Source: an optimization exercise on an open RTL-to-GDS flow (aim: small area, a short achievable clock period and few clock cycles per item). Production flows keep margins and buffers that such runs may drop. Power is estimated from default activity; no workload was simulated.

== willow ==
Design lora_rx_decoder, start of the top module:
module lora_rx_decoder (
    input  wire        clk,
    input  wire        rst,           
    input  wire        start,
    input  wire [3:0]  cfg_sf,        
    input  wire [3:0]  cfg_ppm,       
    input  wire [2:0]  cfg_rdd,       
    input  wire        cfg_explicit,  
    input  wire        sym_valid,
    output wire        sym_ready,
    input  wire [15:0] sym_data,
    output wire        out_valid,
    input  wire        out_ready,
    output wire [7:0]  out_data
);
Size: about 260 flip-flops, about 43 I/O pins, ~12,000 sq um of cells after synthesis.
==> flow/config.mk <==
export PLATFORM = sky130hd
export DESIGN_NAME = lora_rx_decoder
export DESIGN_NICKNAME = lora_rx_decoder
export VERILOG_FILES = /design/flow/design.v
export SDC_FILE = /design/flow/constraint.sdc
export NUM_CORES = 4
export LEC_CHECK = 0
export CAP_MARGIN = 20
export CORE_MARGIN = 2
export CORE_UTILIZATION = 40
export SLEW_MARGIN = 20
==> flow/constraint.sdc <==
create_clock -name core_clock -period 9.0 [get_ports {clk}]
set_input_delay 1.8000 -clock core_clock [delete_from_list [all_inputs] [get_ports {clk}]]
set_output_delay 1.8000 -clock core_clock [all_outputs]
set_load 0.01 [all_outputs]
standard.sh (not shown) runs the stock make flow with config.mk's settings and CLKGATE_MAP_FILE= SYNTH_SCRIPT=/design/flow/synth_recipe.tcl, a recipe that flattens the netlist after the stock synthesis.
==> flow/flow/run.sh <==
#!/bin/bash
bash standard.sh 'SETUP_SLACK_MARGIN=6.2' 'MATCH_CELL_FOOTPRINT=0' 'BUFFER_PORTS_ARGS=-buffer_cell sky130_fd_sc_hd__buf_2' 'CTS_BUF_LIST=sky130_fd_sc_hd__clkbuf_8' 'CORE_UTILIZATION=65' 'PLACE_DENSITY=0.8' finish > standard.log 2>&1
[inputs] cedar vs willow
==> flow/flow/run.sh <==
#!/bin/bash
bash standard.sh 'SETUP_SLACK_MARGIN=6.2' 'MATCH_CELL_FOOTPRINT=0' 'BUFFER_PORTS_ARGS=-buffer_cell sky130_fd_sc_hd__buf_2' 'CTS_BUF_LIST=sky130_fd_sc_hd__clkbuf_8' finish > standard.log 2>&1
==> comparison <==
- cedar closes out successfully: all stages finished, all timing, DRC and antenna checks passed.
- Looking at placed cell area, cedar sits 1.8% above willow.
- On count of clock-net buffers in the final layout: cedar sits above willow.
- Diff willow -> cedar: final-layout worst hold slack now larger; ratio of cells with drive above 1 in the final layout now smaller.
- Compared with willow, cedar shows a lower minimum clock period after layout.
- Against willow, timing-limited maximum frequency in cedar rose by a few percent.
- Looking at post-CTS setup repair buffer count, cedar sits 2.9% lower than willow does.
- The internal power of cedar is higher than that of willow.
- cedar vs willow: core utilization down
- The mean number of vias per cell in cedar was lower than what willow gave.
- Going from willow to cedar, the length of the first detailed-routing pass in iterations was found to have gone down by 1.
Function was not checked in any run of this note: the RTL went through the layout flow alone.

========
The RTL this note starts from:
==> flow/design.v <==
module lora_rx_decoder (
    input  wire        clk,
    input  wire        rst,           
    input  wire        start,
    input  wire [3:0]  cfg_sf,        
    input  wire [3:0]  cfg_ppm,       
    input  wire [2:0]  cfg_rdd,       
    input  wire        cfg_explicit,  
    input  wire        sym_valid,
    output wire        sym_ready,
    input  wire [15:0] sym_data,
    output wire        out_valid,
    input  wire        out_ready,
    output wire [7:0]  out_data
);
    reg  [3:0]  sh;                   
    reg  [3:0]  sf;                   
    reg  [3:0]  pm1;                  
    reg  [2:0]  rdd;
    reg         expl;
    reg         in_v;
    reg  [11:0] in_u;                 
    reg  [11:0] sb [0:7];
    reg  [2:0]  m;                    
    reg  [2:0]  r;                    
    reg         ld_hdr;               
    reg         sb_full;
    reg         first_x;              
    reg  [11:0] cb [0:7];
    reg  [3:0]  j;                    
    reg         cw_v;
    reg         cw_hdr;
    reg         q_v;
    reg  [7:0]  q_cw;
    reg  [3:0]  q_key;
    reg         q_hdr;
    reg         ov;
    reg  [5:0]  od;
    reg         bv;
    reg  [5:0]  bd;
    reg  [7:0]  s;
    reg         widx;
    wire [3:0] ppm_eff = (cfg_ppm == 4'd0) ? cfg_sf : cfg_ppm;
    wire q_adv   = q_v & ~bv;
    wire take    = cw_v & (~q_v | q_adv);
    wire a_free  = ~ov | out_ready;
    wire cw_last = (j == pm1);
    wire xfer    = sb_full & (~cw_v | (take & cw_last));
    wire s1_go   = in_v & (~sb_full | xfer);
    wire [2:0] wl1 = ld_hdr ? 3'd7 : (3'd3 + rdd);    
    wire ld_last = (m == wl1);
    reg  rdy;
    assign sym_ready = rdy;
    wire acc = sym_valid & rdy;
    reg  [11:0] below, pa0, pa1, pa2, pa3, cy;
    integer ci;
    always @* begin
        for (ci = 0; ci < 12; ci = ci + 1)
            below[ci] = (ci + 1 < sh);
        pa0 = sym_data[11:0] | below;
        for (ci = 0; ci < 12; ci = ci + 1) begin
            pa1[ci] = (ci >= 1) ? pa0[ci] & pa0[ci-1] : pa0[ci];
        end
        for (ci = 0; ci < 12; ci = ci + 1) begin
            pa2[ci] = (ci >= 2) ? pa1[ci] & pa1[ci-2] : pa1[ci];
        end
        for (ci = 0; ci < 12; ci = ci + 1) begin
            pa3[ci] = (ci >= 4) ? pa2[ci] & pa2[ci-4] : pa2[ci];
        end
        for (ci = 0; ci < 12; ci = ci + 1) begin
            cy[ci] = (sh != 4'd0) & ~below[ci] &
                     ((ci == 0) ? 1'b1 :
                      (ci - 1 >= 8) ? pa3[ci-1] & pa3[ci-9] : pa3[ci-1]);
        end
    end
    wire [11:0] u_in = sym_data[11:0] ^ cy;
    reg  [11:0] gm;
    always @* for (ci = 0; ci < 12; ci = ci + 1) gm[ci] = (ci + 1 < sf);
    wire [11:0] G     = in_u ^ ({1'b0, in_u[11:1]} & gm);
    wire [4:0]  sa    = {1'b0, sh} + 5'd7 - {2'b0, r};
    wire [18:0] Gx    = {G, 7'd0};
    wire [18:0] A     = Gx >> sa;
    wire [11:0] B     = G >> (sf - {1'b0, r});
    reg  [11:0] rot;
    always @* for (ci = 0; ci < 12; ci = ci + 1) rot[ci] = (ci < r) ? B[ci] : A[ci];
    wire [7:0] cw = {cb[7][j], cb[6][j], cb[5][j], cb[4][j],
                     cb[3][j], cb[2][j], cb[1][j], cb[0][j]};
    wire use_key = ~(cw_hdr & expl & (j < 4'd5));
    wire [3:0] key = widx ? {s[0], s[1], s[2], s[3]} : {s[4], s[5], s[6], s[7]};
    wire [2:0] cur_rdd = q_hdr ? 3'd4 : rdd;
    wire b0 = q_cw[0], b1 = q_cw[1], b2 = q_cw[2], b3 = q_cw[3];
    wire b4 = q_cw[4], b5 = q_cw[5], b6 = q_cw[6], b7 = q_cw[7];
    wire p0 = b0 ^ b1 ^ b2 ^ b4;
    wire p1 = b1 ^ b2 ^ b3 ^ b5;
    wire p2 = b0 ^ b1 ^ b3 ^ b6;
    wire p3 = b0 ^ b2 ^ b3 ^ b7;
    wire [3:0] s84 = {p3, p2, p1, p0};
    wire [2:0] s74 = {p2, p1, p0};
    reg [3:0] flip;
    reg       dec_e, dec_b;
    always @* begin
        flip  = 4'd0;
        dec_e = 1'b0;
        dec_b = 1'b0;
        case (cur_rdd)
            3'd1: dec_e = b4 ^ (b0 ^ b1 ^ b2 ^ b3);
            3'd2: dec_e = (b4 ^ (b0 ^ b1 ^ b2)) | (b5 ^ (b1 ^ b2 ^ b3));
            3'd3: begin
                dec_e = (s74 != 3'd0);
                case (s74)
                    3'd5: flip = 4'h1;
                    3'd7: flip = 4'h2;
                    3'd3: flip = 4'h4;
                    3'd6: flip = 4'h8;
                    default: ;
                endcase
            end
            3'd4: begin
                dec_e = (s84 != 4'd0);
                case (s84)
                    4'hD: flip = 4'h1;
                    4'h7: flip = 4'h2;
                    4'hB: flip = 4'h4;
                    4'hE: flip = 4'h8;
                    4'h0, 4'h1, 4'h2, 4'h4, 4'h8: ;
                    default: dec_b = 1'b1;
                endcase
            end
            default: ;
        endcase
    end
    wire [3:0] dec_d = q_cw[3:0] ^ flip ^ q_key;
    assign out_valid = ov;
    assign out_data  = {2'b00, od};
    integer i;
    always @(posedge clk) begin
        if (acc) begin
            in_u  <= u_in;
        end
        if (s1_go)
            sb[m] <= rot;
        for (i = 0; i < 8; i = i + 1)
            if (xfer)
                cb[i] <= sb[i];
        if (a_free)
            od <= bv ? bd : {dec_b, dec_e, dec_d};
        if (~a_free & q_adv)
            bd <= {dec_b, dec_e, dec_d};
        if (take) begin
            q_cw  <= cw;
            q_key <= use_key ? key : 4'd0;
            q_hdr <= cw_hdr;
        end
    end
    wire in_v_n    = acc | (in_v & ~s1_go);
    wire sb_full_n = (s1_go & ld_last) | (sb_full & ~xfer);
    wire cw_v_n    = xfer | (cw_v & ~(take & cw_last));
    always @(posedge clk) begin
        if (rst | start)
            rdy <= ~rst;
        else
            rdy <= ~in_v_n | ~sb_full_n | ~cw_v_n;
        if (start) begin
            sh   <= (cfg_ppm == 4'd0) ? 4'd0 : cfg_sf - cfg_ppm;
            sf   <= cfg_sf;
            pm1  <= ppm_eff - 4'd1;
            rdd  <= cfg_rdd;
            expl <= cfg_explicit;
        end
        if (rst | start) begin
            in_v    <= 1'b0;
            m       <= 3'd0;
            r       <= 3'd0;
            ld_hdr  <= 1'b1;
            sb_full <= 1'b0;
            first_x <= 1'b1;
            cw_v    <= 1'b0;
            cw_hdr  <= 1'b1;
            j       <= 4'd0;
            ov      <= 1'b0;
            bv      <= 1'b0;
            q_v     <= 1'b0;
            s       <= 8'hFF;
            widx    <= 1'b0;
        end else begin
            if (acc)
                in_v <= 1'b1;
            else if (s1_go)
                in_v <= 1'b0;
            if (s1_go) begin
                if (ld_last) begin
                    m      <= 3'd0;
                    r      <= 3'd0;
                    ld_hdr <= 1'b0;
                end else begin
                    m <= m + 3'd1;
                    r <= ({1'b0, r} == pm1) ? 3'd0 : r + 3'd1;
                end
            end
            if (s1_go & ld_last)
                sb_full <= 1'b1;
            else if (xfer)
                sb_full <= 1'b0;
            if (xfer) begin
                cw_v    <= 1'b1;
                cw_hdr  <= first_x;
                first_x <= 1'b0;
                j       <= 4'd0;
            end else if (take) begin
                if (cw_last)
                    cw_v <= 1'b0;
                j <= j + 4'd1;
            end
            if (a_free)
                ov <= bv | q_adv;
            if (a_free)
                bv <= 1'b0;
            else if (q_adv)
                bv <= 1'b1;
            if (take)
                q_v <= 1'b1;
            else if (q_adv)
                q_v <= 1'b0;
            if (take & use_key) begin
                if (widx)
                    s <= {s[0] ^ s[2] ^ s[3] ^ s[4], s[7:1]};
                widx <= ~widx;
            end
        end
    end
endmodule
export LEC_CHECK = 0
export CAP_MARGIN = 20
export CORE_MARGIN = 2
export CORE_UTILIZATION = 40
export SLEW_MARGIN = 20
create_clock -name core_clock -period 9.0 [get_ports {clk}]
==> flow/flow/run.sh <==
#!/bin/bash
bash standard.sh 'SETUP_SLACK_MARGIN=6.0' 'MATCH_CELL_FOOTPRINT=0' 'BUFFER_PORTS_ARGS=-buffer_cell sky130_fd_sc_hd__buf_2' 'CTS_BUF_LIST=sky130_fd_sc_hd__clkbuf_8' finish > standard.log 2>&1
The starting point passed the timing, DRC and antenna checks.
Next try:
==> flow/flow/run.sh (replaced) <==
#!/bin/bash
bash standard.sh 'SETUP_SLACK_MARGIN=6.2' 'MATCH_CELL_FOOTPRINT=0' 'BUFFER_PORTS_ARGS=-buffer_cell sky130_fd_sc_hd__buf_2' 'CTS_BUF_LIST=sky130_fd_sc_hd__clkbuf_8' finish > standard.log 2>&1
Outcome: Design area increases by 3.0%; wire length increases by 4.3%; register-to-register slack degrades by 130 ps; sequential power is about the same; utilization increases by 1.5 points; die area does not change; hold slack degrades by 8.1 ps.
No functional check of the RTL was part of any run of this note.

==> afterwards: timing with drivers on the ports <==
Ports are ideal in the flow. The routed layouts listed here were re-timed in OpenROAD. Step 1 assumes that a clkbuf_16 drives the clock port and a buf_2 every other input. Step 2, shift: input delay + t, output delay - t, t = (earliest + latest rising clock arrival at the registers) / 2. This alone moves slack from input paths to output paths. a / b / c = no drivers / after step 1 / after step 2; a / b = the first two.
run | t (ns) | slack for setup (ns) | worst setup path after step 2 | clock arrival spread, ns | worst register clock-pin slew, ns
willow | 0.579 | 5.500 / 5.500 / 5.500 | register to register | 0.028 / 0.028 | 0.07 / 0.07
cedar | 0.609 | 5.606 / 5.606 / 5.606 | register to register | 0.018 / 0.017 | 0.06 / 0.06
the first run of note 2 | 0.597 | 5.896 / 5.896 / 5.741 | input to register | 0.017 / 0.017 | 0.06 / 0.06
the second run of note 2 | 0.585 | 5.770 / 5.770 / 5.731 | input to register | 0.031 / 0.031 | 0.07 / 0.07
After both steps every run listed still meets setup and hold. The setup slack of the first run of note 2, which loses most, moves by 0.000 ns with the drivers and by -0.155 ns with both steps.
